Background: an optimization exercise with open tools, aiming at small area. Do not read the settings as production practice. At most, simulation tests tie the RTL to the original design; equivalence was not proved. No functional check of the RTL was part of runs 1 to 3. Power is estimated from default activity; no workload was simulated. The flow treats the clock pin as an ideal source, which a real chip does not have.

$ cat flow/constraint.sdc
create_clock -name core_clock -period 20.0 [get_ports {clk}]
set_input_delay 4.0000 -clock core_clock [delete_from_list [all_inputs] [get_ports {clk}]]
set_output_delay 4.0000 -clock core_clock [all_outputs]
set_load 0.01 [all_outputs]
$ cat flow/standard.sh
#!/bin/bash
# synth_recipe.tcl (not shown) runs the flow's synth.tcl, then flattens the netlist and writes it again
# the make line also repeats each setting of config.mk as NAME=value (left out here)
make -C /OpenROAD-flow-scripts/flow DESIGN_CONFIG=/design/flow/config.mk WORK_HOME=/design/flow/orfs CLKGATE_MAP_FILE= SYNTH_SCRIPT=/design/flow/synth_recipe.tcl "${@:-finish}"
$ cat flow/config.mk
export PLATFORM = sky130hd
export DESIGN_NAME = kfs
export DESIGN_NICKNAME = kfs
export VERILOG_FILES = /design/flow/design.v
export SDC_FILE = /design/flow/constraint.sdc
export NUM_CORES = 4
export LEC_CHECK = 0
export CAP_MARGIN = 20
export CORE_MARGIN = 2
export CORE_UTILIZATION = 30
export CTS_BUF_LIST = sky130_fd_sc_hd__clkbuf_8 sky130_fd_sc_hd__clkbuf_16
export CTS_CLUSTER_DIAMETER = 100
export CTS_CLUSTER_SIZE = 30
export PLACE_DENSITY = 0.5
export SLEW_MARGIN = 20
export SYNTH_HIERARCHICAL = 1
$ cat flow/design.v
module kfs_dpt (
    input  wire [4:0]  d1,           
    input  wire [4:0]  d2,
    input  wire [4:0]  d3,
    input  wire        dp,
    input  wire [2:0]  k,
    output reg  [83:0] dv
);
    function [7:0] hex_char;
        input [3:0] v;
        hex_char = (v < 4'd10) ? {4'h3, v} : (8'h37 + {4'd0, v});
    endfunction
    wire a = d1[4], bq = d2[4], c = dp, e = d3[4];
    wire [7:0] ch1 = {4'h3, d1[3:0]};
    wire [7:0] ch2 = {4'h3, d2[3:0]};
    wire [7:0] ch3 = {4'h3, d3[3:0]};
    wire [7:0] it1 = a ? ch1 : bq ? ch2 : c ? "." : ch3;
    wire [7:0] it2 = a ? (bq ? ch2 : c ? "." : ch3) : bq ? (c ? "." : ch3) : ch3;
    wire [7:0] it3 = (a && bq && c) ? "." : ch3;
    wire       par = a ^ bq ^ e;
    wire [7:0] csh = {6'b001101, ~(par ^ c), ~par};
    wire [7:0] csl = hex_char(4'h9 ^ d1[3:0] ^ d2[3:0] ^ d3[3:0] ^ {c, c, c, 1'b0});
    reg [7:0] t [0:8];
    reg [7:0] s [7:18];
    integer   i;
    always @* begin
        t[0] = ","; t[1] = "0"; t[2] = "."; t[3] = "0"; t[4] = "*";
        t[5] = csh; t[6] = csl; t[7] = 8'h0D; t[8] = 8'h0A;
        s[7] = it1;
        case (k)
            3'd1: begin
                s[8] = t[0]; s[9] = t[1]; s[10] = t[2]; s[11] = t[3]; s[12] = t[4];
                s[13] = t[5]; s[14] = t[6]; s[15] = t[7]; s[16] = t[8];
                s[17] = t[8]; s[18] = t[8];
            end
            3'd2: begin
                s[8] = it2; s[9] = t[0]; s[10] = t[1]; s[11] = t[2]; s[12] = t[3];
                s[13] = t[4]; s[14] = t[5]; s[15] = t[6]; s[16] = t[7];
                s[17] = t[8]; s[18] = t[8];
            end
            3'd3: begin
                s[8] = it2; s[9] = it3; s[10] = t[0]; s[11] = t[1]; s[12] = t[2];
                s[13] = t[3]; s[14] = t[4]; s[15] = t[5]; s[16] = t[6];
                s[17] = t[7]; s[18] = t[8];
            end
            default: begin
                s[8] = it2; s[9] = it3; s[10] = ch3; s[11] = t[0]; s[12] = t[1];
                s[13] = t[2]; s[14] = t[3]; s[15] = t[4]; s[16] = t[5];
                s[17] = t[6]; s[18] = t[7];
            end
        endcase
        for (i = 7; i <= 18; i = i + 1)
            dv[7*(i-7) +: 7] = s[i][6:0];
    end
endmodule
module kfs_rdmux (
    input  wire [511:0] sr,          
    input  wire [5:0]   depth,
    output wire [7:0]   rd
);
    wire [63:0] sel;
    genvar gi, gk;
    generate
        for (gi = 0; gi < 64; gi = gi + 1) begin : g_sel
            assign sel[gi] = (depth == gi);
        end
        for (gk = 0; gk < 8; gk = gk + 1) begin : g_bit
            wire [21:0] t;
            for (gi = 0; gi < 21; gi = gi + 1) begin : g_ao
                kfs_ao3 u_ao (.a(sr[8*(3*gi)+gk]),   .b(sel[3*gi]),
                              .c(sr[8*(3*gi+1)+gk]), .d(sel[3*gi+1]),
                              .e(sr[8*(3*gi+2)+gk]), .f(sel[3*gi+2]), .y(t[gi]));
            end
            assign t[21] = ~(sr[8*63+gk] & sel[63]);
            assign rd[gk] = ~&t;
        end
    endgenerate
endmodule
module kfs_ao3 (
    input  wire a, b, c, d, e, f,
    output wire y
);
    assign y = ~((a & b) | (c & d) | (e & f));
endmodule
module kfs_txt (
    input  wire [43:0] slot,
    input  wire [3:0]  sp,
    input  wire        sg,
    input  wire [1:0]  fk,           
    input  wire        fp,           
    output wire [54:0] tv,
    output wire [3:0]  tlen
);
    wire [10:0] s0, s1, sdot;
    wire [4:2]  s2;
    wire [4:3]  s3;
    wire        s4;
    kfs_txtsel u_sel (.sp(sp), .sg(sg), .fk(fk), .fp(fp),
                      .s0(s0), .s1(s1), .s2(s2), .s3(s3), .s4(s4), .sdot(sdot),
                      .tlen(tlen));
    kfs_txtnib u_nib (.slot(slot), .sg(sg),
                      .s0(s0), .s1(s1), .s2(s2), .s3(s3), .s4(s4), .sdot(sdot),
                      .tv(tv));
endmodule
module kfs_txtsel (
    input  wire [3:0]  sp,
    input  wire        sg,
    input  wire [1:0]  fk,
    input  wire        fp,
    output reg  [10:0] s0,
    output reg  [10:0] s1,
    output reg  [4:2]  s2,
    output reg  [4:3]  s3,
    output reg         s4,
    output reg  [10:0] sdot,
    output reg  [3:0]  tlen
);
    localparam K_V = 2'd0;
    localparam K_I = 2'd1;
    localparam K_P = 2'd2;
    localparam K_E = 2'd3;
    wire [3:0] n     = sp - {3'd0, sg};
    wire       point = (fk == K_V) || (fk == K_I && fp);    
    wire       few   = (n < 4'd4);
    wire       mA    = !point;                   
    wire       mB    = point && !few;            
    wire       mV    = point && few && (fk == K_V);    
    wire       mI    = point && few && (fk == K_I);    
    wire       isP   = (fk == K_P);
    wire       n3    = (n == 4'd3);
    wire       n2    = (n == 4'd2);
    wire [14:0] th;
    genvar g;
    assign th[0] = 1'b1;
    generate
        for (g = 0; g < 14; g = g + 1) begin : g_th
            assign th[g+1] = (sp > g);
        end
    endgenerate
    integer j;
    always @* begin
        for (j = 0; j <= 10; j = j + 1) begin
            s0[j]   = (mA && th[j+1]) || (mB && th[j+4]);
            s1[j]   = mB && !th[j+3];
            sdot[j] = (mA && isP && !th[j+1] && th[j]) ||
                      (mB && !th[j+4] && th[j+3]);
        end
        s0[0]   = s0[0] || (mI && sg);
        sdot[1] = sdot[1] || ((mV || mI) && !sg);
        sdot[2] = sdot[2] || (mI && sg);
        s2[2]   = (mV || (mI && !sg)) && n3;
        s2[3]   = (mV && n3) || (mI && sg && n3);
        s3[3]   = mV && n2;
        s2[4]   = mV && n3;
        s3[4]   = mV && n2;
        s4      = mV && !n3 && !n2;
    end
    wire [3:0] base  = (point && few) ? {3'b010, sg} : sp;
    wire [3:0] delta = (fk == K_P) ? 4'd2 :
                       (fk == K_E) ? 4'd1 :
                       (fk == K_V) ? {3'd0, !fp} :
                                     {4{fp}};
    always @* tlen = base + delta;
endmodule
module kfs_txtnib (
    input  wire [43:0] slot,
    input  wire        sg,
    input  wire [10:0] s0,
    input  wire [10:0] s1,
    input  wire [4:2]  s2,
    input  wire [4:3]  s3,
    input  wire        s4,
    input  wire [10:0] sdot,
    output reg  [54:0] tv
);
    wire [3:0] sl [0:10];
    genvar g;
    generate
        for (g = 0; g <= 10; g = g + 1) begin : g_sl
            assign sl[g] = slot[4*g +: 4];
        end
    endgenerate
    reg [3:0] nib;
    integer   j;
    always @* begin
        for (j = 0; j <= 10; j = j + 1) begin
            nib = ({4{s0[j]}} & sl[j]) |
                  ((j >= 1) ? ({4{s1[j]}} & sl[j >= 1 ? j-1 : 0]) : 4'd0) |
                  ((j >= 2 && j <= 4) ? ({4{s2[j >= 2 && j <= 4 ? j : 2]}} & sl[j >= 2 ? j-2 : 0]) : 4'd0) |
                  ((j >= 3 && j <= 4) ? ({4{s3[j >= 3 && j <= 4 ? j : 3]}} & sl[j >= 3 ? j-3 : 0]) : 4'd0) |
                  ((j == 4) ? ({4{s4}} & sl[0]) : 4'd0) |
                  ({4{sdot[j]}} & 4'hE);
            tv[5*j +: 5] = {(j == 0) ? !sg : !sdot[j], nib};
        end
    end
endmodule
module kfs (
    input  wire         clk,
    input  wire         rst,           
    input  wire         in_valid,
    input  wire [15:0]  in_word,
    input  wire [5:0]   buf_addr,
    output reg  [3:0]   ev,
    output reg          st_ill,
    output wire [3:0]   fs_idx,
    output wire         frame_done,
    output wire         dpt_ok,
    output wire [4:0]   rd_d1,
    output wire [4:0]   rd_d2,
    output wire [4:0]   rd_d3,
    output wire         rd_dp,
    output wire         rd_ind,
    output wire [4:0]   dpt_len,
    output wire [159:0] dpt_out,
    output wire [1:0]   cv_st,
    output wire [6:0]   cv_len,
    output wire [7:0]   cv_sum,
    output wire         cv_hold,
    output wire         cv_trunc,
    output wire [7:0]   buf_rd,
    output wire [1:0]   sc_stat,
    output wire [3:0]   sc_olen,
    output wire [95:0]  sc_out
);
    localparam EV_NONE          = 4'd0;
    localparam EV_FRAME         = 4'd1;
    localparam EV_BAD_DATA      = 4'd2;
    localparam EV_BLOCK_OK      = 4'd3;
    localparam EV_BLOCK_DISCARD = 4'd4;
    localparam EV_SC_DONE       = 4'd5;
    localparam EV_SC_MISSING    = 4'd6;
    localparam EV_SC_BADTOK     = 4'd7;
    localparam EV_ILLEGAL       = 4'd8;
    wire [3:0] op  = in_word[15:12];
    wire       mbz = (in_word[11:8] == 4'd0);
    wire       lo0 = (in_word[7:0] == 8'd0);
    wire [7:0] b   = in_word[7:0];
    wire w_fs_start = mbz && op == 4'h1 && lo0;
    wire w_fs_push  = mbz && op == 4'h2;
    wire w_cv_start = mbz && op == 4'h3 && lo0;
    wire w_cv_push  = mbz && op == 4'h4;
    wire w_sc_clr   = mbz && op == 4'h5 && lo0;
    wire w_sc_push  = mbz && op == 4'h6;
    wire w_sc_fmt   = mbz && op == 4'h7 && in_word[7:4] == 4'd0 && in_word[2] == 1'b0;
    wire w_legal    = w_fs_start | w_fs_push | w_cv_start | w_cv_push |
                      w_sc_clr | w_sc_push | w_sc_fmt;
    wire do_fs_start = in_valid && w_fs_start;
    wire do_fs_push  = in_valid && w_fs_push;
    wire do_cv_start = in_valid && w_cv_start;
    wire do_cv_push  = in_valid && w_cv_push;
    wire do_sc_clr   = in_valid && w_sc_clr;
    wire do_sc_push  = in_valid && w_sc_push;
    wire do_sc_fmt   = in_valid && w_sc_fmt;
    function [4:0] dig2_of;
        input [6:0] v;               
        case (v)
            7'h7E: dig2_of = 5'h10;  7'h30: dig2_of = 5'h11;
            7'h6D: dig2_of = 5'h12;  7'h79: dig2_of = 5'h13;
            7'h33: dig2_of = 5'h14;  7'h5B: dig2_of = 5'h15;
            7'h5F: dig2_of = 5'h16;  7'h70: dig2_of = 5'h17;
            7'h7F: dig2_of = 5'h18;  7'h7B: dig2_of = 5'h19;
            default: dig2_of = 5'h00;
        endcase
    endfunction
    function [4:0] dig3_of;
        input [6:0] v;               
        case (v)
            7'h7E: dig3_of = 5'h10;  7'h30: dig3_of = 5'h11;
            7'h6D: dig3_of = 5'h12;  7'h79: dig3_of = 5'h13;
            7'h33: dig3_of = 5'h14;  7'h5B: dig3_of = 5'h15;
            7'h5F: dig3_of = 5'h16;  7'h70: dig3_of = 5'h17;
            7'h7F: dig3_of = 5'h18;  7'h7B: dig3_of = 5'h19;
            default: dig3_of = 5'h00;
        endcase
    endfunction
    function [2:0] cls_of;
        input [4:0] v;               
        case (v)
            5'h1F: cls_of = 3'd1;    
            5'h0C: cls_of = 3'd2;    
            5'h1B: cls_of = 3'd3;    
            5'h1E: cls_of = 3'd4;    
            5'h16: cls_of = 3'd5;    
            5'h17: cls_of = 3'd6;    
            5'h1C: cls_of = 3'd7;    
            default: cls_of = 3'd0;
        endcase
    endfunction
    function [4:0] dig1_of;
        input [2:0] c;
        input [1:0] t;
        case ({c, t})
            5'b001_10: dig1_of = 5'h10;
            5'b001_11: dig1_of = 5'h18;
            5'b010_00: dig1_of = 5'h11;
            5'b010_11: dig1_of = 5'h14;
            5'b011_01: dig1_of = 5'h12;
            5'b100_01: dig1_of = 5'h13;
            5'b100_11: dig1_of = 5'h19;
            5'b101_11: dig1_of = 5'h15;
            5'b110_11: dig1_of = 5'h16;
            5'b111_00: dig1_of = 5'h17;
            default:   dig1_of = 5'h00;
        endcase
    endfunction
    reg [3:0] fs_i;
    reg [4:0] d1, d2, d3;            
    reg       dp, ind;
    wire [7:0] pre_byte = (fs_i == 4'd0) ? 8'hCE :
                          (fs_i == 4'd1) ? 8'h80 :
                          (fs_i == 4'd2) ? 8'hE0 :
                          (fs_i == 4'd3) ? 8'hF8 : 8'h70;
    wire [4:0] nx_d1   = dig1_of(d1[2:0], b[7:6]);
    wire       nx_emit = ind & (nx_d1[4] | d2[4] | d3[4]);
    wire completing  = do_fs_push && (fs_i == 4'd10);
    wire fs_ev_frame = completing && nx_emit;
    wire fs_ev_bad   = completing && !nx_emit;
    always @(posedge clk) begin
        if (rst || do_fs_start) begin
            fs_i <= 4'd0;
        end else if (do_fs_push) begin
            if (fs_i <= 4'd4) begin
                if (b == pre_byte)
                    fs_i <= fs_i + 4'd1;
                else
                    fs_i <= 4'd0;
            end else if (fs_i <= 4'd10) begin
                fs_i <= fs_i + 4'd1;
            end
        end
    end
    always @(posedge clk) begin
        if (do_fs_push) begin
            case (fs_i)
                4'd5:  begin d2 <= dig2_of(b[7:1]); ind <= b[0]; end
                4'd6:  d3 <= dig3_of({b[7], b[5:0]});
                4'd8:  dp <= b[7];
                4'd9:  d1 <= {2'b00, cls_of({b[5], b[3:0]})};
                4'd10: d1 <= nx_d1;
                default: ;
            endcase
        end
    end
    assign fs_idx     = fs_i;
    assign frame_done = (fs_i == 4'd11);
    assign rd_d1  = d1;
    assign rd_d2  = d2;
    assign rd_d3  = d3;
    assign rd_dp  = dp;
    assign rd_ind = ind;
    assign dpt_ok = frame_done && ind && (d1[4] || d2[4] || d3[4]);
    wire [2:0]  k = {2'b00, d1[4]} + {2'b00, d2[4]} + {2'b00, dp} + {2'b00, d3[4]};
    wire [83:0] dv;                  
    kfs_dpt u_dpt (.d1(d1), .d2(d2), .d3(d3), .dp(dp), .k(k), .dv(dv));
    genvar g;
    assign dpt_out[55:0] = "\054TPDDS$";
    generate
        for (g = 0; g < 12; g = g + 1) begin : g_dpt
            assign dpt_out[8*(g+7) +: 8] = {1'b0, dv[7*g +: 7]};
        end
    endgenerate
    assign dpt_out[159:152] = 8'h0A;
    assign dpt_len = dpt_ok ? {2'b10, k} : 5'd0;
    localparam ST_ACC  = 2'd0;
    localparam ST_CKB  = 2'd1;
    localparam ST_HOLD = 2'd2;
    localparam [63:0] MARK8 = 64'h43_68_65_63_6B_73_75_6D;    
    localparam [7:0]  MARK_LAST = 8'h09;
    reg [1:0]   cst;
    reg [5:0]   clen;                
    reg [7:0]   csum;
    reg         ctrunc;
    reg [503:0] sr;                  
    wire [5:0] cn     = clen + 6'd1;
    wire [7:0] cs     = csum + b;
    wire       at_cap = (clen == 6'd63);
    wire       ended  = (cst == ST_CKB) || at_cap;
    wire       marker = (clen[5:3] != 3'd0) && (sr[63:0] == MARK8) && (b == MARK_LAST);
    wire       active = do_cv_push && (cst != ST_HOLD);
    wire cv_ev_ok      = active && ended && (cs == 8'd0);
    wire cv_ev_discard = active && ended && (cs != 8'd0);
    always @(posedge clk) begin
        if (active && !ended)
            sr <= {sr[495:0], b};
    end
    always @(posedge clk) begin
        if (rst || do_cv_start) begin
            cst    <= ST_ACC;
            clen   <= 6'd0;
            csum   <= 8'd0;
            ctrunc <= 1'b0;
        end else if (active) begin
            if (!ended) begin
                clen <= cn;
                csum <= cs;
                if (marker)
                    cst <= ST_CKB;
            end else if (cs == 8'd0) begin
                clen   <= cn;
                cst    <= ST_HOLD;
                ctrunc <= (cst == ST_ACC);
            end else begin
                clen   <= 6'd0;
                csum   <= 8'd0;
                cst    <= ST_ACC;
                ctrunc <= 1'b0;
            end
        end
    end
    assign cv_st    = cst;
    assign cv_hold  = (cst == ST_HOLD);
    assign cv_len   = {cv_hold && (clen == 6'd0), clen};
    assign cv_sum   = cv_hold ? 8'd0 : csum;
    assign cv_trunc = ctrunc;
    wire [5:0] depth = clen + ~buf_addr;
    reg  [7:0] last;
    reg        lo_set;
    integer    ni;
    always @* begin
        lo_set = 1'b0;
        for (ni = 0; ni < 8; ni = ni + 1) begin
            last[ni] = csum[ni] ^ lo_set;
            lo_set   = lo_set | csum[ni];
        end
    end
    kfs_rdmux u_rd (.sr({sr, last}), .depth(depth), .rd(buf_rd));
    localparam K_I = 2'd1;
    localparam STAT_NONE    = 2'd0;
    localparam STAT_OK      = 2'd1;
    localparam STAT_MISSING = 2'd2;
    localparam STAT_BADTOK  = 2'd3;
    reg [43:0] slot;                 
    reg [3:0]  sp;                   
    reg        sg;                   
    reg        bad;
    reg [1:0]  sst;
    reg [1:0]  fk;                   
    reg        fp;
    wire [3:0] sn       = sp - {3'd0, sg};       
    wire       is_minus = (b == 8'h2D);
    wire       is_digit = (b[7:4] == 4'h3) && (b[3:0] <= 4'd9);
    wire fmt_bad     = bad || (sg && in_word[1:0] != K_I);
    wire fmt_missing = !fmt_bad && (sn == 4'd0);
    wire fmt_ok      = !fmt_bad && !fmt_missing;
    wire sc_ev_done    = do_sc_fmt && fmt_ok;
    wire sc_ev_missing = do_sc_fmt && fmt_missing;
    wire sc_ev_badtok  = do_sc_fmt && fmt_bad;
    wire take = do_sc_push && ((is_minus && sp == 4'd0) || (is_digit && sn != 4'd10));
    integer j;
    always @(posedge clk) begin
        for (j = 0; j < 11; j = j + 1)
            if (take && sp == j)
                slot[4*j +: 4] <= b[3:0];
    end
    always @(posedge clk) begin
        if (rst || do_sc_clr) begin
            sp  <= 4'd0;
            sg  <= 1'b0;
            bad <= 1'b0;
            sst <= STAT_NONE;
        end else if (do_sc_push) begin
            sst <= STAT_NONE;
            if (take) begin
                sp <= sp + 4'd1;
                if (is_minus)
                    sg <= 1'b1;
            end else begin
                bad <= 1'b1;
            end
        end else if (do_sc_fmt) begin
            sst <= fmt_bad ? STAT_BADTOK : fmt_missing ? STAT_MISSING : STAT_OK;
        end
    end
    always @(posedge clk) begin
        if (do_sc_fmt) begin
            fk <= in_word[1:0];
            fp <= in_word[3];
        end
    end
    wire [54:0] tv;                  
    wire [3:0]  tlen;
    kfs_txt u_txt (.slot(slot), .sp(sp), .sg(sg), .fk(fk), .fp(fp), .tv(tv), .tlen(tlen));
    generate
        for (g = 0; g < 11; g = g + 1) begin : g_txt
            assign sc_out[8*g +: 8] = {3'b001, tv[5*g +: 5]};
        end
    endgenerate
    assign sc_out[95:88] = "0";
    assign sc_stat = sst;
    assign sc_olen = (sst == STAT_OK) ? tlen : 4'd0;
    always @(posedge clk) begin
        if (rst) begin
            ev     <= EV_NONE;
            st_ill <= 1'b0;
        end else if (in_valid) begin
            if (!w_legal) begin
                ev     <= EV_ILLEGAL;
                st_ill <= 1'b1;
            end else if (fs_ev_frame)   ev <= EV_FRAME;
            else if (fs_ev_bad)         ev <= EV_BAD_DATA;
            else if (cv_ev_ok)          ev <= EV_BLOCK_OK;
            else if (cv_ev_discard)     ev <= EV_BLOCK_DISCARD;
            else if (sc_ev_done)        ev <= EV_SC_DONE;
            else if (sc_ev_missing)     ev <= EV_SC_MISSING;
            else if (sc_ev_badtok)      ev <= EV_SC_BADTOK;
            else                        ev <= EV_NONE;
        end
    end
endmodule
$ cat flow/flow/run.sh
#!/bin/bash
# Standard layout, with the smallest buffer on each input and output port
# in place of the default port buffer.
set -euo pipefail
export BUFFER_PORTS_ARGS="-buffer_cell sky130_fd_sc_hd__buf_1"
bash standard.sh > standard.log 2>&1
==> results.yml, run 1 <==
cells_and_area:
  fillers: 8688
  syn_to_final_growth_pct: 9.078
  nets: 2193
  layout-drive-gt1-share: 0.04927
routing:
  viasPerCell: 5.482
  first_pass_iters: 12
  wire_per_inst_microns: 24.01
  drtAntennaViolNets: 0
  drt_wl_total_microns: 79230
  drcViolationCount: 0
  vias: 18090
  drtIter0Drc: 3111
sta:
  maxSlewViolCount: 0
  period_needed_ns: 12.62
  setup_tns_ns: 0
  finClkSkew_ns: 0.01914
  finalSetupViolations: 0
  timing.fmax_mhz: 79.23
  finalHoldViolCount: 0
  relSlewSlack: 0.2797
  rsz0062_at_grt: "false"
  fin_crit_sh: 0.6311
  worst_pin_slew_ns: 1.080
global_route:
  grt_first_pass_wirelength_microns: 113000
  grt_max_degree: 193
  grt-ovfl-total: 0
  grt_pass1_vias: 16580
  grt.total_usage: 0.1636
  antenna_found_initial: 4
clock_tree:
  tritoncts: "done"
  cts_buffers: 26
  clock_latency_ns: 0.60
  postCtsResizedCells: 0
  cts_hold_buf: 0
  clock_sinks: 602
  clockBufferDepth: 3
  clk_root_buffer_cell: "clkbuf_16"
  post_cts.repair.setup_buffers: 0
  clkSlewWorstSetupHoldPaths_ns: 0.11
  htreeDepth: 1
worst_setup_path:
  critPathArrivalTime_ns: 8.62
  crit_slowest_cell: "a222oi_1"
  critPathTopFamily: "simple AND/OR/NAND/NOR gates"
  crit_chain: "buf_1 > inv_1 > ha_1 > fa_1 > a21o_1 > a21oi_1 > xnor2_1 > nand2b_1 > nor2_1 > a222oi_1 > nand4_1 > or4_1 > a2111o_1 > buf_1"
  cp-end-kind: "output pin"
  start_kind: "input port"
  critical_path.most_common_cell: "buf_1"
  crit_buf_inv: 3
  path_max_fanout: 16
  path_class: "in -> out"
  max_stage_delay_ns: 0.65
  worstPathRequired_ns: 16.00
placed_design:
  numPortBuffers: 208
  gp_congestion: 0.9505
  dpl.hpwl_microns: 57170
floorplan:
  pin_count: 347
  die_h_microns: 302.8
  row_count: 109
  coreArea_sq_um: 88370
  fp.dieArea_sq_um: 91670
  die_x_microns: 302.8
  start_util: 0.3030
hold_path:
  holdCritPathClass: "reg -> reg"
power_and_ir_drop:
  p_per_area_nw_per_um2: 71.64
  cellLeakagePower_nw: 9.112
  vdd_ir_drop_max_mv: 0.07153
  total_power_w: 0.002093
yosys:
  yosysWarnings: 12
  avgSynthCellArea_sq_um: 13.88
  postSynthCellCount: 1929
  syn_area_sq_um: 26780
run_status:
  outcome: "no timing/DRC/antenna violations"
flow_run:
  cap_violations: 0
[worst paths after layout]
path | from | endpoint | slack [ns] | cells after the start
setup / recovery | buf_addr[0] | buf_rd[4] | 7.38 | 14
hold / removal | sr[97] | sr[105] | 0.45 | 0
setup reg to reg | clen[1] | sr[442] | 15.79 | 8
hold reg to reg | sr[97] | sr[105] | 0.45 | 0
[routing by layer]
layer  global-route usage  vias up  routed length (microns)
met3              0.01647       91                     5945
met4              0.03495        0                     1442
li1                     -     7879                        -
met5                    0        -                        0
met1               0.2441     9139                    34620
met2               0.2575      980                    37220
[state kept, by name, summed over array words and instances, names as in the netlist]
register	flops
sr	504
slot	44
csum	8
clen	6
d1	5
d2	5
d3	5
ev	4
fs_i	4
sp	4
cst	2
fk	2
sst	2
bad	1
ctrunc	1
dp	1
fp	1
ind	1
sg	1
st_ill	1
[cell usage in the layout (no fill, tap or decap), drive strengths merged, types with 5 or more instances in the layout]
master  count
xor2       16
or3        10
o22ai      15
nor4bb      5
o21ai      47
nor3       24
or4        12
conb      138
a211oi      5
a222oi    173
edfxtp    568
a21oi      78
buf       225
inv        66
a2111o      8
nand3      36
ha         43
mux2i       8
a221o      21
a31oi      11
nand2     100
nand2b     18
a21o       11
and2       19
and3       17
nor2      165
xnor2      25
a22oi      17
clkbuf     27
nor4       13
nor2b      28
clkinv      8
nand4      47
a22o        8
dfxtp      34
or2         6
[worst register-to-register path, stage by stage, from the launching register on]
cell	delay [ns]
dfxtp_1	0.48
ha_1	0.30
and3_1	0.18
nand3_1	0.16
o21a_1	0.21
nand2_1	0.19
inv_8	0.51
buf_4	0.85
buf_12	0.70
[through the flow]
step | util | hold slack (ns) | setup slack (ns) | cells | area, sq um
floorplan | - | 0.4260 | 3.594 | 2063 | 27280
global placement | 0.3210 | 0.4314 | 7.400 | 3257 | 28370
detailed placement | 0.3211 | 0.4353 | 7.442 | 3257 | 28380
CTS | 0.3301 | 0.4506 | 7.420 | 3295 | 29170
global route | 0.3304 | 0.4646 | 7.126 | 3297 | 29200
finish | 0.3305 | 0.4496 | 7.379 | 3300 | 29210
[power by group]
group / switching (W) / internal, W / total [W]
Clock: 0.000397 / 0.000255 / 0.000651
Combinational: 0.0000603 / 0.0000212 / 0.0000816
Sequential: 0.000000760 / 0.00136 / 0.00136
Total: 0.000458 / 0.00163 / 0.00209
[cell type report]
cell class	count	area, sq um	share of cell area
timing repair buffer	225	940.9	0.03221
multi-input combinational	1201	8021	0.2746
tap	1165	1458	0.04990
clock inverter	11	116.4	0.003984
inverter	65	251.5	0.008610
sequential	602	17740	0.6072
antenna	4	10.01	0.0003427
clock buffer	27	675.6	0.02313
==> inputs of run 2 (changes only) <==
--- a/flow/design.v
+++ b/flow/design.v
@@ -121,5 +121,4 @@
     localparam K_E = 2'd3;
-    wire [3:0] n     = sp - {3'd0, sg};
     wire       point = (fk == K_V) || (fk == K_I && fp);    
-    wire       few   = (n < 4'd4);
+    wire       few   = sg ? (sp < 4'd5) : (sp < 4'd4);
     wire       mA    = !point;                   
@@ -129,4 +128,4 @@
     wire       isP   = (fk == K_P);
-    wire       n3    = (n == 4'd3);
-    wire       n2    = (n == 4'd2);
+    wire       n3    = sg ? (sp == 4'd4) : (sp == 4'd3);
+    wire       n2    = sg ? (sp == 4'd3) : (sp == 4'd2);
     wire [14:0] th;
@@ -438,3 +437,4 @@
     reg        fp;
-    wire [3:0] sn       = sp - {3'd0, sg};       
+    wire       n_zero   = (sp == {3'd0, sg});
+    wire       n_full   = sg ? (sp == 4'd11) : (sp == 4'd10);
     wire       is_minus = (b == 8'h2D);
@@ -442,3 +442,3 @@
     wire fmt_bad     = bad || (sg && in_word[1:0] != K_I);
-    wire fmt_missing = !fmt_bad && (sn == 4'd0);
+    wire fmt_missing = !fmt_bad && n_zero;
     wire fmt_ok      = !fmt_bad && !fmt_missing;
@@ -447,3 +447,3 @@
     wire sc_ev_badtok  = do_sc_fmt && fmt_bad;
-    wire take = do_sc_push && ((is_minus && sp == 4'd0) || (is_digit && sn != 4'd10));
+    wire take = do_sc_push && ((is_minus && sp == 4'd0) || (is_digit && !n_full));
     integer j;
==> run 2 against run 1 <==
Sequential share of layout area is 0.11 points higher. First-iteration DRC count down 8.0%. Area after synthesis grew 0.23%. Synthesized cell count about the same. Non-clock buffer count shrank 5. Final area down 0.19%. Critical path type unchanged. Critical endpoint is now buf_rd[5].
==> results.yml, run 2 <==
cells_and_area:
  largest_reg_flops: 504
  reg.largest.list: "sr x504, slot x44, csum x8"
  multi_input_area_sq_um: 8050
  layout_commonest_cell: "edfxtp_1"
  nets: 2180
  layout-drive-gt1-share: 0.04665
  syn_to_final_growth_pct: 8.624
  final_area_sq_um: 29160
  layout_common_cells: "edfxtp_1, buf_1, a222oi_1"
  top_register: "sr"
  fillers: 8699
  regArea_sq_um: 17740
yosys:
  postSynthCellCount: 1928
  syn_area_sq_um: 26840
  yosysWarnings: 12
  avgSynthCellArea_sq_um: 13.92
worst_setup_path:
  r2r-start: "cst[1]"
  reg2reg_to: "sr[108]"
  path_class: "in -> out"
  reg2reg_depth: 6
  rrSetupSlack_ns: 15.89
  critPathArrivalTime_ns: 8.51
  path_max_fanout: 16
  start_kind: "input port"
  worstPathRequired_ns: 16.00
  cp-end-kind: "output pin"
clock_tree:
  clk_root_buffer_cell: "clkbuf_16"
  cts_buffers: 25
  cts_hold_buf: 0
  postCtsResizedCells: 0
  clock_latency_ns: 0.62
  htreeDepth: 1
  clockBufferDepth: 3
  tritoncts: "done"
  clock_sinks: 602
  clkSlewWorstSetupHoldPaths_ns: 0.12
  post_cts.repair.setup_buffers: 0
floorplan:
  start_util: 0.3032
  row_count: 109
  pin_count: 347
  coreArea_sq_um: 88510
  fp.dieArea_sq_um: 91880
  die_x_microns: 303.1
  die_h_microns: 303.1
sta:
  finalHoldViolCount: 0
  fin_crit_sh: 0.6257
  worst_pin_slew_ns: 1.084
  finalSetupViolations: 0
  setup_tns_ns: 0
  timing.fmax_mhz: 79.92
  finClkSkew_ns: 0.04001
  maxSlewViolCount: 0
  rsz0062_at_grt: "false"
  period_needed_ns: 12.51
  relSlewSlack: 0.2750
routing:
  first_pass_iters: 14
  drtAntennaViolNets: 0
  viasPerCell: 5.525
  vias: 18170
  drt_wl_total_microns: 78670
  wire_per_inst_microns: 23.93
  drtIter0Drc: 2862
  drcViolationCount: 0
hold_path:
  min_path_cells: 0
  hp-start: "sr[199]"
  whs_endpoint: "sr[207]"
  holdCritPathClass: "reg -> reg"
power_and_ir_drop:
  cellLeakagePower_nw: 9.315
  p_per_area_nw_per_um2: 70.97
  vdd_ir_drop_max_mv: 0.06186
placed_design:
  gp_congestion: 0.9102
  dpl.hpwl_microns: 57210
  dpl_cell_area_sq_um: 28380
  numPortBuffers: 208
global_route:
  antenna_found_initial: 1
  grt-ovfl-total: 0
  grt_max_degree: 253
  grt.total_usage: 0.1618
  grt_first_pass_wirelength_microns: 112200
  grt_pass1_vias: 16660
run_status:
  outcome: "no timing/DRC/antenna violations"
flow_run:
  cap_violations: 0
## run 2: through the flow
step	total power [W]	setup WS, ns	std cells	hold WS (ns)	util
3_3_place_gp	0.001467	7.525	3248	0.4310	0.3206
2_1_floorplan	0.001458	8.764	2062	0.4260	-
3_5_place_dp	0.001468	7.517	3248	0.4347	0.3206
5_1_grt	0.002141	7.183	3287	0.4625	0.3294
4_1_cts	0.002090	7.502	3286	0.4568	0.3289
6_report	0.002069	7.487	3288	0.4455	0.3294
## run 2: critical path, stage by stage
cell,delay [ns]
buf_1,0.08
inv_1,0.08
ha_1,0.29
a21o_1,0.15
a21oi_1,0.22
o21bai_1,0.09
a21oi_1,0.17
xnor2_1,0.28
nand2b_1,0.53
nor2_1,0.29
a222oi_1,0.54
nand4_1,0.42
or4_1,0.73
a2111o_1,0.48
buf_1,0.15
## run 2: worst max-delay path by stage
stage,from,endpoint,slack (ns),cells past startpoint
final,buf_addr[1],buf_rd[5],7.49,15
after global routing,buf_addr[1],buf_rd[5],7.18,15
after CTS,buf_addr[1],buf_rd[5],7.50,15
after detailed placement,buf_addr[1],buf_rd[5],7.52,15
after global placement,buf_addr[1],buf_rd[5],7.53,15
after floorplan,buf_addr[1],buf_rd[1],8.76,15
## run 2: routing by layer
| layer | share of wire | vias up | GRT usage |
|---|---|---|---|
| met4 | 0.022 | 0 | 0.03929 |
| met3 | 0.097 | 86 | 0.03391 |
| met5 | 0 | - | 0 |
| li1 | - | 7907 | - |
| met2 | 0.45 | 985 | 0.2440 |
| met1 | 0.43 | 9189 | 0.2373 |
## run 2: where the power goes
group,leakage (nW),internal [W],switching (W)
clock network,0.385,0.000241,0.000388
registers,5.39,0.00136,0.000000932
logic,3.54,0.0000200,0.0000607
## run 2: cell type report
| cell class | instances | share of cell area |
|---|---|---|
| flip-flops and latches | 602 | 0.6084 |
| well taps | 1165 | 0.05000 |
| diodes | 1 | 0.00008583 |
| multi-input cells | 1195 | 0.2761 |
| repair buffers | 220 | 0.03103 |
| clock buffers | 26 | 0.02193 |
| clock inverters | 12 | 0.003304 |
| inverters | 67 | 0.009184 |
==> inputs of run 3 (changes only) <==
==> flow/flow/run.sh (replaced) <==
#!/bin/bash
# Standard layout, with the smallest buffer on each input and output port
# in place of the default port buffer, and a clock tree without dummy
# loads.
set -euo pipefail
export BUFFER_PORTS_ARGS="-buffer_cell sky130_fd_sc_hd__buf_1"
export CTS_ARGS="-sink_clustering_enable -repair_clock_nets -sink_clustering_size 30 -sink_clustering_max_diameter 100 -buf_list {sky130_fd_sc_hd__clkbuf_8 sky130_fd_sc_hd__clkbuf_16} -dont_use_dummy_load"
bash standard.sh > standard.log 2>&1
--- a/flow/config.mk
+++ b/flow/config.mk
@@ -9,7 +9,4 @@
 export CORE_MARGIN = 2
-export CORE_UTILIZATION = 30
-export CTS_BUF_LIST = sky130_fd_sc_hd__clkbuf_8 sky130_fd_sc_hd__clkbuf_16
-export CTS_CLUSTER_DIAMETER = 100
-export CTS_CLUSTER_SIZE = 30
-export PLACE_DENSITY = 0.5
+export CORE_UTILIZATION = 50
+export PLACE_DENSITY = 0.65
 export SLEW_MARGIN = 20
==> run 3 against run 2 <==
Still clean. Sequential cell count unchanged. Core utilization up 21 points. Fmax up 1.3%. Setup slack better by 0.16 ns. Critical endpoint is now buf_rd[6]. Largest power group unchanged.
==> results.yml, run 3 <==
run_status:
  outcome: "no timing/DRC/antenna violations"
power_and_ir_drop:
  cellLeakagePower_nw: 9.228
  p_per_area_nw_per_um2: 70.49
  vdd_ir_drop_max_mv: 0.05652
  total_power_w: 0.002003
sta:
  finalSetupViolations: 0
  worst_pin_slew_ns: 1.028
  fin_crit_sh: 0.6178
  holdWs_ns: 0.3948
  maxSlewViolCount: 0
  layout_setup_ws_ns: 7.644
  period_needed_ns: 12.36
  timing.fmax_mhz: 80.93
  rsz0062_at_grt: "false"
  finalHoldViolCount: 0
  finClkSkew_ns: 0.06083
  setup_tns_ns: 0
  relSlewSlack: 0.3144
routing:
  first_pass_iters: 13
  viasPerCell: 6.494
  wire_per_inst_microns: 24.90
  drcViolationCount: 0
  drtIter0Drc: 3504
  drtAntennaViolNets: 0
  drt_wl_total_microns: 69670
  vias: 18170
worst_setup_path:
  start_kind: "input port"
  path_class: "in -> out"
  crit_start: "buf_addr[1]"
  critPathArrivalTime_ns: 8.36
  r2r-start: "cst[1]"
  worstPathRequired_ns: 16.00
  cp-end-kind: "output pin"
  path_max_fanout: 16
floorplan:
  die_h_microns: 235.7
  coreArea_sq_um: 52870
  die_x_microns: 235.7
  start_util: 0.5077
  row_count: 84
  fp.dieArea_sq_um: 55550
  pin_count: 347
clock_tree:
  htreeDepth: 1
  clkSlewWorstSetupHoldPaths_ns: 0.11
  clockBufferDepth: 3
  post_cts.repair.setup_buffers: 0
  clock_latency_ns: 0.59
  clock_sinks: 602
  cts_buffers: 24
  clk_root_buffer_cell: "clkbuf_16"
  tritoncts: "done"
  postCtsResizedCells: 0
  cts_hold_buf: 0
global_route:
  grt.total_usage: 0.2383
  antenna_found_initial: 0
  grt_max_degree: 223
  grt_pass1_vias: 16460
  grt_first_pass_wirelength_microns: 102800
  grt-ovfl-total: 0
cells_and_area:
  layout_common_cells: "edfxtp_1, buf_1, a222oi_1"
  fillers: 4346
  nets: 2180
  layout_commonest_cell: "edfxtp_1"
  top_register: "sr"
  largest_reg_flops: 504
  layout-drive-gt1-share: 0.04220
  syn_to_final_growth_pct: 5.888
  reg.largest.list: "sr x504, slot x44, csum x8"
yosys:
  avgSynthCellArea_sq_um: 13.92
  postSynthCellCount: 1928
  yosysWarnings: 12
  syn_area_sq_um: 26840
placed_design:
  gp_congestion: 0.9295
  dpl.hpwl_microns: 49560
  numPortBuffers: 208
  place_ws_ns: 7.749
flow_run:
  cap_violations: 0
hold_path:
  hp-start: "sr[294]"
  holdCritPathClass: "reg -> reg"
==> run 3: final cells by class <==
| class | count | area, sq um | area share |
|---|---|---|---|
| tap | 688 | 860.8 | 0.03029 |
| inverter | 67 | 267.8 | 0.009421 |
| clock buffer | 24 | 600.6 | 0.02113 |
| antenna | 1 | 2.502 | 0.00008805 |
| sequential | 602 | 17740 | 0.6241 |
| multi-input combinational | 1195 | 8041 | 0.2829 |
| timing repair buffer | 221 | 910.9 | 0.03205 |
==> run 3: power by group <==
part / internal, W / leakage [nW] / switching [W]
Clock: 0.000217 / 0.296 / 0.000348
Combinational: 0.0000199 / 3.54 / 0.0000585
Sequential: 0.00136 / 5.39 / 0.000000884
Total: 0.00160 / 9.23 / 0.000408
==> run 3: critical path: stages <==
cell	delay, ns
buf_1	0.07
inv_1	0.10
ha_1	0.30
a21o_1	0.15
a21oi_1	0.23
o21bai_1	0.09
a21oi_1	0.17
xnor2_1	0.21
nand2b_1	0.53
nor2_1	0.29
a222oi_1	0.65
nand4_1	0.31
or4_1	0.61
a2111o_1	0.47
buf_1	0.15
==> run 3: final timing paths <==
check        slack (ns)         to  cells after the start
max                7.64  buf_rd[6]                     15
min                0.39    sr[302]                      0
max reg2reg       15.39    sr[455]                      7
min reg2reg        0.39    sr[302]                      0
==> run 3: stage by stage <==
| step | instances | util | instance area [sq um] |
|---|---|---|---|
| after floorplan | 2062 | - | 27340 |
| after global placement | 2772 | 0.5256 | 27780 |
| after detailed placement | 2772 | 0.5256 | 27780 |
| after CTS | 2796 | 0.5369 | 28380 |
| after global routing | 2797 | 0.5376 | 28420 |
| final | 2798 | 0.5376 | 28420 |
==> run 3: layer usage <==
layer	part of all wire	routed length, microns	GRT usage
met2	0.46	32360	0.3782
met4	0.020	1409	0.04999
met1	0.42	28950	0.3542
met5	0	0	0
met3	0.10	6948	0.03096
==> inputs of run 4 (changes only) <==
--- a/flow/design.v
+++ b/flow/design.v
@@ -121,4 +121,5 @@
     localparam K_E = 2'd3;
+    wire [3:0] n     = sp - {3'd0, sg};
     wire       point = (fk == K_V) || (fk == K_I && fp);    
-    wire       few   = sg ? (sp < 4'd5) : (sp < 4'd4);
+    wire       few   = (n < 4'd4);
     wire       mA    = !point;                   
@@ -128,4 +129,4 @@
     wire       isP   = (fk == K_P);
-    wire       n3    = sg ? (sp == 4'd4) : (sp == 4'd3);
-    wire       n2    = sg ? (sp == 4'd3) : (sp == 4'd2);
+    wire       n3    = (n == 4'd3);
+    wire       n2    = (n == 4'd2);
     wire [14:0] th;
@@ -371,3 +372,3 @@
     reg         ctrunc;
-    reg [503:0] sr;                  
+    reg [511:0] sr;                  
     wire [5:0] cn     = clen + 6'd1;
@@ -381,4 +382,4 @@
     always @(posedge clk) begin
-        if (active && !ended)
-            sr <= {sr[495:0], b};
+        if (active)
+            sr <= {sr[503:0], b};
     end
@@ -398,2 +399,3 @@
                 clen   <= cn;
+                csum   <= 8'd0;
                 cst    <= ST_HOLD;
@@ -411,16 +413,6 @@
     assign cv_len   = {cv_hold && (clen == 6'd0), clen};
-    assign cv_sum   = cv_hold ? 8'd0 : csum;
+    assign cv_sum   = csum;
     assign cv_trunc = ctrunc;
     wire [5:0] depth = clen + ~buf_addr;
-    reg  [7:0] last;
-    reg        lo_set;
-    integer    ni;
-    always @* begin
-        lo_set = 1'b0;
-        for (ni = 0; ni < 8; ni = ni + 1) begin
-            last[ni] = csum[ni] ^ lo_set;
-            lo_set   = lo_set | csum[ni];
-        end
-    end
-    kfs_rdmux u_rd (.sr({sr, last}), .depth(depth), .rd(buf_rd));
+    kfs_rdmux u_rd (.sr(sr), .depth(depth), .rd(buf_rd));
     localparam K_I = 2'd1;
@@ -437,4 +429,3 @@
     reg        fp;
-    wire       n_zero   = (sp == {3'd0, sg});
-    wire       n_full   = sg ? (sp == 4'd11) : (sp == 4'd10);
+    wire [3:0] sn       = sp - {3'd0, sg};       
     wire       is_minus = (b == 8'h2D);
@@ -442,3 +433,3 @@
     wire fmt_bad     = bad || (sg && in_word[1:0] != K_I);
-    wire fmt_missing = !fmt_bad && n_zero;
+    wire fmt_missing = !fmt_bad && (sn == 4'd0);
     wire fmt_ok      = !fmt_bad && !fmt_missing;
@@ -447,3 +438,3 @@
     wire sc_ev_badtok  = do_sc_fmt && fmt_bad;
-    wire take = do_sc_push && ((is_minus && sp == 4'd0) || (is_digit && !n_full));
+    wire take = do_sc_push && ((is_minus && sp == 4'd0) || (is_digit && sn != 4'd10));
     integer j;
==> flow/flow/run.sh (replaced) <==
#!/bin/bash
# Standard layout, with the smallest buffer on each input and output port
# in place of the default port buffer, and gates off the critical paths
# downsized after global routing (power recovery on all paths).
set -euo pipefail
export BUFFER_PORTS_ARGS="-buffer_cell sky130_fd_sc_hd__buf_1"
export RECOVER_POWER=100
bash standard.sh > standard.log 2>&1
--- a/flow/config.mk
+++ b/flow/config.mk
@@ -9,4 +9,7 @@
 export CORE_MARGIN = 2
-export CORE_UTILIZATION = 50
-export PLACE_DENSITY = 0.65
+export CORE_UTILIZATION = 30
+export CTS_BUF_LIST = sky130_fd_sc_hd__clkbuf_8 sky130_fd_sc_hd__clkbuf_16
+export CTS_CLUSTER_DIAMETER = 100
+export CTS_CLUSTER_SIZE = 30
+export PLACE_DENSITY = 0.5
 export SLEW_MARGIN = 20
==> run 4 against run 3 <==
Now fails the layout checks on capacitance limit, slew limit. Count of clock-buffer cells in the layout up 2. Sequential cell count increased by 8. Hold slack improved by 0.062 ns. Core utilization decreased by 21 points. Global-route usage down 8.5 points. Die area is 65% higher. Sequential share of layout area shrank 0.48 points. Highest routed layer unchanged. Non-clock buffer count rose by 3.
==> results.yml, run 4 <==
power_and_ir_drop:
  power_frac_comb: 0.038
  vdd_ir_drop_max_mv: 0.06458
  switching_share: 0.2174
  intPower_w: 0.001652
  total_power_w: 0.002111
  p_per_area_nw_per_um2: 72.71
  seq_power_share: 0.652
  switching_power_w: 0.0004589
  p_clk_frac: 0.310
  cellLeakagePower_nw: 9.050
sta:
  finalSetupViolations: 0
  finalHoldViolCount: 0
  worst_pin_slew_ns: 8.523
  timing.fmax_mhz: 67.27
  setup_tns_ns: 0
  layout_setup_ws_ns: 5.135
  finClkSkew_ns: 0.03153
  fin_crit_sh: 0.7433
  maxSlewViolCount: 386
  rsz0062_at_grt: "false"
  relSlewSlack: -4.682
  period_needed_ns: 14.87
global_route:
  grt_max_degree: 200
  grt_pass1_vias: 16560
  grt-ovfl-total: 0
  grt_first_pass_wirelength_microns: 108400
  antenna_found_initial: 1
  grt.total_usage: 0.1537
routing:
  vias: 17690
  m1WireLength_microns: 32060
  drtIter0Drc: 2806
  top_layer: "met4"
  viasPerCell: 5.435
  drtAntennaViolNets: 0
  wire_per_inst_microns: 22.88
  wl_met2_microns: 34510
  drt_wl_total_microns: 74480
  first_pass_iters: 14
  wl_met3_microns: 6370
  drcViolationCount: 0
clock_tree:
  clkSlewWorstSetupHoldPaths_ns: 0.11
  tritoncts: "done"
  clockBufferDepth: 3
  cts_hold_buf: 0
  htreeDepth: 1
  clock_latency_ns: 0.61
  clk_root_buffer_cell: "clkbuf_16"
  cts_buffers: 25
  postCtsResizedCells: 0
  post_cts.repair.setup_buffers: 0
  clock_sinks: 610
worst_setup_path:
  start_kind: "input port"
  reg2reg_depth: 6
  worstPathRequired_ns: 20.28
  path_max_fanout: 199
  rrSetupSlack_ns: 8.24
  r2r-start: "cst[1]"
  crit_start: "in_word[9]"
  path_class: "in -> reg"
  reg2reg_to: "sr[267]"
  critPathArrivalTime_ns: 15.14
  crit_end: "sr[267]"
  cp-end-kind: "flop"
yosys:
  postSynthCellCount: 1879
  avgSynthCellArea_sq_um: 14.24
  syn_area_sq_um: 26750
  yosysWarnings: 12
run_status:
  outcome: "failed layout checks"
  so_faults: "capacitance limit, slew limit"
placed_design:
  gp_congestion: 0.9077
  dpl.hpwl_microns: 53020
  place_ws_ns: 7.445
  numPortBuffers: 208
floorplan:
  coreArea_sq_um: 88370
  die_x_microns: 302.6
  row_count: 109
  start_util: 0.3027
  pin_count: 347
  fp.dieArea_sq_um: 91580
  die_h_microns: 302.6
cells_and_area:
  syn_to_final_growth_pct: 8.512
  top_register: "sr"
  diodes: 0
  largest_reg_flops: 512
  reg.largest.list: "sr x512, slot x44, csum x8"
  layout_common_cells: "edfxtp_1, buf_1, a222oi_1"
  nets: 2137
  layout-drive-gt1-share: 0.03876
  layout_commonest_cell: "edfxtp_1"
  fillers: 8753
hold_path:
  holdCritPathClass: "reg -> reg"
flow_run:
  cap_violations: 6
[run 4: worst max-delay path, stage by stage]
cell and delay, ns:
buf_1 0.06, or4_1 0.17, or3b_1 0.25, or4_1 0.42
clkinvlp_2 6.31, buf_4 2.70, buf_4 0.59, buf_6 0.48
[run 4: power by group through the flow]
| stage | Sequential (W) | Clock (W) | Combinational [W] |
|---|---|---|---|
| after floorplan | 0.00141 | 0 | 0.0000684 |
| after global placement | 0.00141 | 0 | 0.0000789 |
| after detailed placement | 0.00141 | 0 | 0.0000793 |
| after CTS | 0.00138 | 0.000676 | 0.0000796 |
| after global routing | 0.00138 | 0.000720 | 0.0000863 |
| final | 0.00138 | 0.000654 | 0.0000794 |
[run 4: routing by layer]
metal / vias to the layer above / GRT usage
met1: 8909 / 0.2264
met3: 88 / 0.02241
met5: - / 0
li1: 7744 / -
met4: 0 / 0.03671
met2: 950 / 0.2386
[run 4: metrics by stage]
step	instances	instance area, sq um	hold WS [ns]	util
floorplan	2013	27260	0.4260	-
global placement	3209	28340	0.4297	0.3207
detailed placement	3209	28340	0.4353	0.3207
CTS	3255	29140	0.4543	0.3298
global route	3255	29030	0.4626	0.3285
finish	3255	29030	0.4566	0.3285
[run 4: area by class of cell]
| class | instances | area, sq um | area share |
|---|---|---|---|
| clock buffer | 26 | 639.4 | 0.02202 |
| clock inverter | 20 | 157.7 | 0.005431 |
| inverter | 61 | 230.2 | 0.007930 |
| multi-input combinational | 1149 | 7701 | 0.2653 |
| sequential | 610 | 17980 | 0.6193 |
| tap | 1165 | 1458 | 0.05021 |
| timing repair buffer | 224 | 867.1 | 0.02987 |
[run 4: worst min-delay path by stage]
| stage | cells past startpoint | to | startpoint | slack (ns) |
|---|---|---|---|---|
| CTS | 0 | sr[275] | sr[267] | 0.45 |
| global route | 0 | sr[275] | sr[267] | 0.46 |
| finish | 0 | sr[137] | sr[129] | 0.46 |
| global placement | 0 | sr[494] | sr[486] | 0.43 |
| detailed placement | 0 | sr[100] | sr[92] | 0.44 |
| floorplan | 0 | sr[104] | sr[96] | 0.43 |
==> inputs of run 5 (changes only) <==
==> flow/flow/run.sh (replaced) <==
#!/bin/bash
# Standard layout, with the smallest buffer on each input and output port
# in place of the default port buffer.
set -euo pipefail
export BUFFER_PORTS_ARGS="-buffer_cell sky130_fd_sc_hd__buf_1"
bash standard.sh > standard.log 2>&1
==> run 5 against run 4 <==
Now clean on timing, DRC and antenna. Largest power group unchanged. Synthesized cell count did not move. Power is essentially flat. Combinational power is 1% higher. Area after synthesis unchanged. Count of clock-buffer cells in the layout is the same. Via count grew 0.46%. Clock power hardly changed. Final area grew 0.42%. Clock skew barely moved. Sequential share of layout area fell by 0.26 points. Critical endpoint is now buf_rd[4].
==> results.yml, run 5 <==
placed_design:
  gp_congestion: 0.9077
  dp_cells: 3209
  numPortBuffers: 208
  dpl_cell_area_sq_um: 28340
  dpl.hpwl_microns: 53020
routing:
  drtAntennaViolNets: 0
  drt_wl_total_microns: 74550
  vias: 17770
  drcViolationCount: 0
  drtIter0Drc: 2832
  first_pass_iters: 13
  wire_per_inst_microns: 22.90
  viasPerCell: 5.460
sta:
  maxSlewViolCount: 0
  finClkSkew_ns: 0.03158
  finalSetupViolations: 0
  relSlewSlack: 0.2917
  worst_pin_slew_ns: 1.062
  period_needed_ns: 12.63
  finalHoldViolCount: 0
  fin_crit_sh: 0.6316
  timing.fmax_mhz: 79.16
  setup_tns_ns: 0
  rsz0062_at_grt: "false"
yosys:
  postSynthCellCount: 1879
  syn_area_sq_um: 26750
  avgSynthCellArea_sq_um: 14.24
  yosysWarnings: 12
cells_and_area:
  syn_to_final_growth_pct: 8.965
  final_util: 0.3299
  layout_common_cells: "edfxtp_1, buf_1, a222oi_1"
  reg.largest.list: "sr x512, slot x44, csum x8"
  top_register: "sr"
  layout_commonest_cell: "edfxtp_1"
  diodes: 0
  final_area_sq_um: 29150
  nets: 2137
  largest_reg_flops: 512
  final_cells: 3255
  layout-drive-gt1-share: 0.04833
worst_setup_path:
  crit_end: "buf_rd[4]"
  critPathArrivalTime_ns: 8.63
  r2r-start: "cst[1]"
  path_class: "in -> out"
  reg2reg_depth: 6
  path_max_fanout: 16
  reg2reg_to: "sr[267]"
  rrSetupSlack_ns: 15.36
  worstPathRequired_ns: 16.00
  cp-end-kind: "output pin"
  crit_start: "buf_addr[1]"
  start_kind: "input port"
global_route:
  grt.total_usage: 0.1537
  grt_first_pass_wirelength_microns: 108400
  grt_pass1_vias: 16560
  antenna_found_initial: 1
  grt-ovfl-total: 0
  grt_max_degree: 200
clock_tree:
  clk_root_buffer_cell: "clkbuf_16"
  clock_latency_ns: 0.61
  htreeDepth: 1
  cts_hold_buf: 0
  clock_sinks: 610
  cts_buffers: 25
  tritoncts: "done"
  postCtsResizedCells: 0
  clkSlewWorstSetupHoldPaths_ns: 0.12
  clockBufferDepth: 3
  post_cts.repair.setup_buffers: 0
floorplan:
  die_h_microns: 302.6
  die_x_microns: 302.6
  row_count: 109
  coreArea_sq_um: 88370
  fp.dieArea_sq_um: 91580
  pin_count: 347
  start_util: 0.3027
power_and_ir_drop:
  vdd_ir_drop_max_mv: 0.06428
  cellLeakagePower_nw: 9.131
  p_per_area_nw_per_um2: 72.43
run_status:
  outcome: "no timing/DRC/antenna violations"
flow_run:
  cap_violations: 0
hold_path:
  holdCritPathClass: "reg -> reg"
run 5: changes by cell type in the layout (fill, tap and decap cells not counted), moves of 2 or more:
cell | previous run | this run
or4_4 | 0 | 2
and2_1 | 7 | 16
and2_0 | 10 | 1
clkbuf_1 | 11 | 0
buf_4 | 5 | 15
a2111oi_0 | 3 | 1
or4_1 | 14 | 12
run 5: metal layers:
metal / share of wire / routed length, microns / track usage / vias to the layer above
li1: - / - / - / 7736
met1: 0.43 / 32250 / 0.2264 / 8965
met2: 0.46 / 34570 / 0.2386 / 992
met3: 0.083 / 6199 / 0.02241 / 79
met4: 0.020 / 1524 / 0.03671 / 0
met5: 0 / 0 / 0 / -
run 5: worst min path at each step:
stage / cells past startpoint / to / startpoint / slack [ns]
3_5_place_dp: 0 / sr[100] / sr[92] / 0.44
5_1_grt: 0 / sr[275] / sr[267] / 0.46
6_report: 0 / sr[454] / sr[446] / 0.46
3_3_place_gp: 0 / sr[494] / sr[486] / 0.43
4_1_cts: 0 / sr[275] / sr[267] / 0.45
2_1_floorplan: 0 / sr[104] / sr[96] / 0.43
run 5: layout make-up:
| class | instances | area [sq um] |
|---|---|---|
| clock buffers | 26 | 639.4 |
| clock inverters | 20 | 157.7 |
| fillers | 8730 | 59220 |
| flip-flops and latches | 610 | 17980 |
| inverters | 61 | 255.2 |
| repair buffers | 224 | 904.6 |
| multi-input cells | 1149 | 7760 |
| well taps | 1165 | 1458 |
run 5: worst max-delay path, stage by stage:
cell      delay [ns]
buf_1           0.11
inv_1           0.09
ha_1            0.30
a21o_1          0.16
a21oi_1         0.24
o21bai_1        0.09
a21oi_1         0.18
xnor2_1         0.20
nand2b_1        0.66
nor2_1          0.45
a222oi_1        0.62
nand4_1         0.26
or4_1           0.64
a2111o_1        0.46
buf_1           0.15
run 5: report_power, final:
| part | switching, W | internal [W] |
|---|---|---|
| Sequential | 0.000000408 | 0.00138 |
| Clock | 0.000399 | 0.000255 |
| Combinational | 0.0000594 | 0.0000209 |
| Total | 0.000459 | 0.00165 |
run 5: metrics by stage:
step / total power, W / setup slack, ns / hold slack [ns]
finish: 0.002111 / 7.368 / 0.4585
global route: 0.002184 / 7.113 / 0.4626
CTS: 0.002132 / 7.430 / 0.4543
detailed placement: 0.001485 / 7.445 / 0.4353
global placement: 0.001485 / 7.377 / 0.4297
floorplan: 0.001474 / 8.750 / 0.4260
==> inputs of run 6 (changes only) <==
==> flow/flow/run.sh (replaced) <==
#!/bin/bash
# Standard layout, with the smallest buffer on each input and output port
# in place of the default port buffer, and a clock tree without dummy
# loads.
set -euo pipefail
export BUFFER_PORTS_ARGS="-buffer_cell sky130_fd_sc_hd__buf_1"
export CTS_ARGS="-sink_clustering_enable -repair_clock_nets -sink_clustering_size 30 -sink_clustering_max_diameter 100 -buf_list {sky130_fd_sc_hd__clkbuf_8 sky130_fd_sc_hd__clkbuf_16} -dont_use_dummy_load"
bash standard.sh > standard.log 2>&1
==> run 6 against run 5 <==
Wire length shrank 0.10%. Sequential power hardly changed. Power shrank 2.7%. Critical path type unchanged. Clock power shrank 8.9%. Register-to-register slack worse by 0.03 ns. Clock skew increased by 0.049 ns. Still clean.
==> results.yml, run 6 <==
clock_tree:
  cts_buffers: 25
  htreeDepth: 1
  cts_hold_buf: 0
  clock_sinks: 610
  clock_latency_ns: 0.63
  tritoncts: "done"
  postCtsResizedCells: 0
  post_cts.repair.setup_buffers: 0
  clk_root_buffer_cell: "clkbuf_16"
  clkSlewWorstSetupHoldPaths_ns: 0.12
  clockBufferDepth: 3
sta:
  timing.fmax_mhz: 78.79
  finalSetupViolations: 0
  holdWs_ns: 0.4118
  worst_pin_slew_ns: 1.066
  fin_crit_sh: 0.6346
  maxSlewViolCount: 0
  finClkSkew_ns: 0.08090
  setup_tns_ns: 0
  layout_setup_ws_ns: 7.307
  period_needed_ns: 12.69
  finalHoldViolCount: 0
  relSlewSlack: 0.2894
  rsz0062_at_grt: "false"
global_route:
  grt_pass1_vias: 16560
  grt.busiest_layer: "met2"
  grtUsageMet2: 0.2382
  grt-ovfl-total: 0
  grt_max_degree: 200
  met1_usage: 0.2251
  grt_first_pass_wirelength_microns: 108100
  grt.total_usage: 0.1532
  gr-usage-met3: 0.02306
  antenna_found_initial: 1
cells_and_area:
  layout-drive-gt1-share: 0.04543
  diodes: 0
  fillers: 8741
  nets: 2137
  layout_common_cells: "edfxtp_1, buf_1, a222oi_1"
  reg.largest.list: "sr x512, slot x44, csum x8"
  multi_input_area_sq_um: 7760
  regArea_sq_um: 17980
  layout_commonest_cell: "edfxtp_1"
  largest_reg_flops: 512
  syn_to_final_growth_pct: 8.325
  top_register: "sr"
placed_design:
  place_ws_ns: 7.445
  gp_congestion: 0.9077
  dpl.hpwl_microns: 53020
  numPortBuffers: 208
worst_setup_path:
  cp-end-kind: "output pin"
  critPathTopFamily: "simple AND/OR/NAND/NOR gates"
  start_kind: "input port"
  critPathArrivalTime_ns: 8.69
  reg2reg_to: "sr[267]"
  crit_chain: "buf_1 > inv_1 > ha_1 > a21o_1 > a21oi_1 > o21bai_1 > a21oi_1 > xnor2_1 > nand2b_1 > nor2_1 > a222oi_1 > nand4_1 > or4_1 > a2111o_1 > buf_1"
  path_max_fanout: 16
  max_stage_delay_ns: 0.68
  crit_buf_inv: 3
  worstPathRequired_ns: 16.00
  rrSetupSlack_ns: 15.33
  crit_slowest_cell: "a222oi_1"
  path_class: "in -> out"
  r2r-start: "cst[1]"
  reg2reg_depth: 6
routing:
  vias: 17700
  first_pass_iters: 12
  wire_per_inst_microns: 23.03
  drt_wl_total_microns: 74470
  drtAntennaViolNets: 0
  viasPerCell: 5.472
  drtIter0Drc: 2856
  drcViolationCount: 0
floorplan:
  die_h_microns: 302.6
  pin_count: 347
  die_x_microns: 302.6
  fp.dieArea_sq_um: 91580
  start_util: 0.3027
  row_count: 109
  coreArea_sq_um: 88370
run_status:
  outcome: "no timing/DRC/antenna violations"
yosys:
  postSynthCellCount: 1879
  syn_area_sq_um: 26750
  yosysWarnings: 12
  avgSynthCellArea_sq_um: 14.24
flow_run:
  cap_violations: 0
power_and_ir_drop:
  total_power_w: 0.002054
  p_per_area_nw_per_um2: 70.88
  vdd_ir_drop_max_mv: 0.06303
  cellLeakagePower_nw: 9.000
hold_path:
  hp-start: "sr[325]"
  min_path_cells: 0
  holdCritPathClass: "reg -> reg"
  whs_endpoint: "sr[333]"
[run 6: how the worst max path moves through the flow]
stage / from / end / slack, ns / cells after the start
2_1_floorplan: buf_addr[0] / buf_rd[1] / 8.75 / 14
3_3_place_gp: buf_addr[1] / buf_rd[6] / 7.38 / 15
3_5_place_dp: buf_addr[1] / buf_rd[6] / 7.44 / 15
4_1_cts: buf_addr[1] / buf_rd[6] / 7.43 / 15
5_1_grt: buf_addr[1] / buf_rd[6] / 7.11 / 15
6_report: buf_addr[1] / buf_rd[6] / 7.31 / 15
[run 6: layer usage]
layer,share of wire,wire length (microns),vias to the layer above
met5,0,0,-
met4,0.022,1648,0
met3,0.081,6022,92
met2,0.46,34360,930
met1,0.44,32440,8954
li1,-,-,7719
[run 6: cell type report]
cell class | count | area share
repair buffers | 224 | 0.03121
well taps | 1165 | 0.05030
multi-input cells | 1149 | 0.2678
inverters | 61 | 0.008808
flip-flops and latches | 610 | 0.6203
clock buffers | 25 | 0.02159
[run 6: worst register-to-register path: stages (launching register included)]
cell       delay (ns)
dfxtp_1          0.38
nor2b_1          0.20
or4_4            0.63
clkinv_16        0.31
buf_4            1.00
buf_4            0.93
buf_6            0.78
[run 6: stage by stage]
stage,cells,area (sq um),utilization
after global routing,3234,28980,0.3279
final,3234,28980,0.3279
after floorplan,2013,27260,-
after global placement,3209,28340,0.3207
after detailed placement,3209,28340,0.3207
after CTS,3234,28970,0.3278
[run 6: power breakdown]
part	internal (W)	switching (W)
registers	0.00138	0.000000407
clock network	0.000225	0.000372
logic	0.0000209	0.0000593
total	0.00162	0.000432
==> inputs of run 7 (changes only) <==
==> flow/flow/run.sh (replaced) <==
#!/bin/bash
# Standard layout, with the smallest buffer on each input and output port
# in place of the default port buffer, gates off the critical paths
# downsized after global routing (power recovery on all paths), and a
# clock tree without dummy loads.
set -euo pipefail
export BUFFER_PORTS_ARGS="-buffer_cell sky130_fd_sc_hd__buf_1"
export RECOVER_POWER=100
export CTS_ARGS="-sink_clustering_enable -repair_clock_nets -sink_clustering_size 30 -sink_clustering_max_diameter 100 -buf_list {sky130_fd_sc_hd__clkbuf_8 sky130_fd_sc_hd__clkbuf_16} -dont_use_dummy_load"
bash standard.sh > standard.log 2>&1
==> run 7 against run 6 <==
Now fails the layout checks on capacitance limit, slew limit. Critical path depth is 7 lower. Wire length is 0.12% lower. Non-clock buffer count stayed put. First-iteration DRC count is 1.4% higher. Power is 0.12% lower. Clock power hardly changed. Final area is 0.42% lower. Hold slack worse by 0.0027 ns. Core utilization is 0.14 points lower. Critical endpoint is now sr[282]. Largest power group unchanged.
==> results.yml, run 7 <==
run_status:
  outcome: "failed layout checks"
  so_faults: "capacitance limit, slew limit"
hold_path:
  whs_endpoint: "sr[275]"
  holdCritPathClass: "reg -> reg"
  min_path_cells: 0
  hp-start: "sr[267]"
yosys:
  avgSynthCellArea_sq_um: 14.24
  yosysWarnings: 12
  syn_area_sq_um: 26750
  postSynthCellCount: 1879
sta:
  relSlewSlack: -4.645
  layout_setup_ws_ns: 5.112
  fin_crit_sh: 0.7444
  maxSlewViolCount: 386
  setup_tns_ns: 0
  finalHoldViolCount: 0
  rsz0062_at_grt: "false"
  period_needed_ns: 14.89
  timing.fmax_mhz: 67.17
  finalSetupViolations: 0
  finClkSkew_ns: 0.08078
  worst_pin_slew_ns: 8.468
floorplan:
  die_h_microns: 302.6
  start_util: 0.3027
  die_x_microns: 302.6
  pin_count: 347
  row_count: 109
  fp.dieArea_sq_um: 91580
  coreArea_sq_um: 88370
global_route:
  grt-ovfl-total: 0
  grt.busiest_layer: "met2"
  met1_usage: 0.2251
  grt.total_usage: 0.1532
  grt_max_degree: 200
  gr-usage-met3: 0.02306
  grt_first_pass_wirelength_microns: 108100
  grt_pass1_vias: 16560
  grtUsageMet2: 0.2382
  antenna_found_initial: 1
flow_run:
  cap_violations: 6
cells_and_area:
  diodes: 0
  layout_commonest_cell: "edfxtp_1"
  top_register: "sr"
  fillers: 8764
  largest_reg_flops: 512
  final_cells: 3234
  reg.largest.list: "sr x512, slot x44, csum x8"
  nets: 2137
  layout-drive-gt1-share: 0.03577
  syn_to_final_growth_pct: 7.871
  layout_common_cells: "edfxtp_1, buf_1, a222oi_1"
routing:
  vias: 17760
  first_pass_iters: 12
  drt_wl_total_microns: 74380
  drcViolationCount: 0
  drtIter0Drc: 2896
  drtAntennaViolNets: 0
  wire_per_inst_microns: 23.00
  viasPerCell: 5.490
placed_design:
  numPortBuffers: 208
  dpl.hpwl_microns: 53020
  dp_cells: 3209
  gp_congestion: 0.9077
  place_ws_ns: 7.445
clock_tree:
  cts_hold_buf: 0
  htreeDepth: 1
  postCtsResizedCells: 0
  post_cts.repair.setup_buffers: 0
  clkSlewWorstSetupHoldPaths_ns: 0.12
  clock_latency_ns: 0.63
  clk_root_buffer_cell: "clkbuf_16"
  cts_buffers: 25
  clock_sinks: 610
  clockBufferDepth: 3
  tritoncts: "done"
worst_setup_path:
  cp-end-kind: "flop"
  reg2reg_depth: 6
  r2r-start: "cst[1]"
  path_class: "in -> reg"
  worstPathRequired_ns: 20.23
  reg2reg_to: "sr[282]"
  critPathArrivalTime_ns: 15.12
  rrSetupSlack_ns: 8.29
  start_kind: "input port"
  path_max_fanout: 199
power_and_ir_drop:
  vdd_ir_drop_max_mv: 0.06242
  cellLeakagePower_nw: 8.918
  p_per_area_nw_per_um2: 71.10
[run 7: stage by stage]
step	area, sq um	utilization	power (W)	hold slack [ns]
floorplan	27260	-	0.001474	0.4260
global placement	28340	0.3207	0.001485	0.4297
detailed placement	28340	0.3207	0.001485	0.4353
CTS	28970	0.3278	0.002075	0.4119
global route	28860	0.3266	0.002122	0.4229
finish	28860	0.3266	0.002052	0.4091
[run 7: cell type report]
class	instances	area, sq um	share of cell area
Multi-Input combinational cell	1149	7701	0.2669
Timing Repair Buffer	224	867.1	0.03005
Clock buffer	25	625.6	0.02168
Sequential cell	610	17980	0.6229
Tap cell	1165	1458	0.05051
Inverter	61	230.2	0.007977
[run 7: worst max path at each step]
stage	from	to	slack (ns)
after floorplan	buf_addr[0]	buf_rd[1]	8.75
after global placement	buf_addr[1]	buf_rd[6]	7.38
after detailed placement	buf_addr[1]	buf_rd[6]	7.44
after CTS	buf_addr[1]	buf_rd[6]	7.43
after global routing	in_word[8]	sr[282]	3.74
final	in_word[9]	sr[282]	5.11
[run 7: worst max-delay path, cell delays in order]
cell and delay [ns]:
buf_1 0.06, or4_1 0.19, or3b_1 0.27, or4_1 0.42, clkinvlp_2 6.26, buf_4 2.69, buf_4 0.60, buf_6 0.48
[run 7: routing by layer]
layer  up-vias  part of all wire
met5         -                 0
met4         0             0.022
met3        93             0.084
met2       942              0.46
met1      9004              0.43
li1       7716                 -
[run 7: power by group]
| group | total, W | switching [W] | internal, W |
|---|---|---|---|
| Combinational | 0.0000793 | 0.0000590 | 0.0000202 |
| Sequential | 0.00138 | 0.000000412 | 0.00138 |
| Clock | 0.000595 | 0.000370 | 0.000225 |
| Total | 0.00205 | 0.000430 | 0.00162 |

Re-timed with assumed drivers on the ports (clkbuf_16 on the clock, buf_2 on other inputs), run 7 has 5.159 ns of setup slack against 5.112 ns with ideal ports, and 4.519 ns once port delays also move by the mid clock arrival of 0.640 ns.
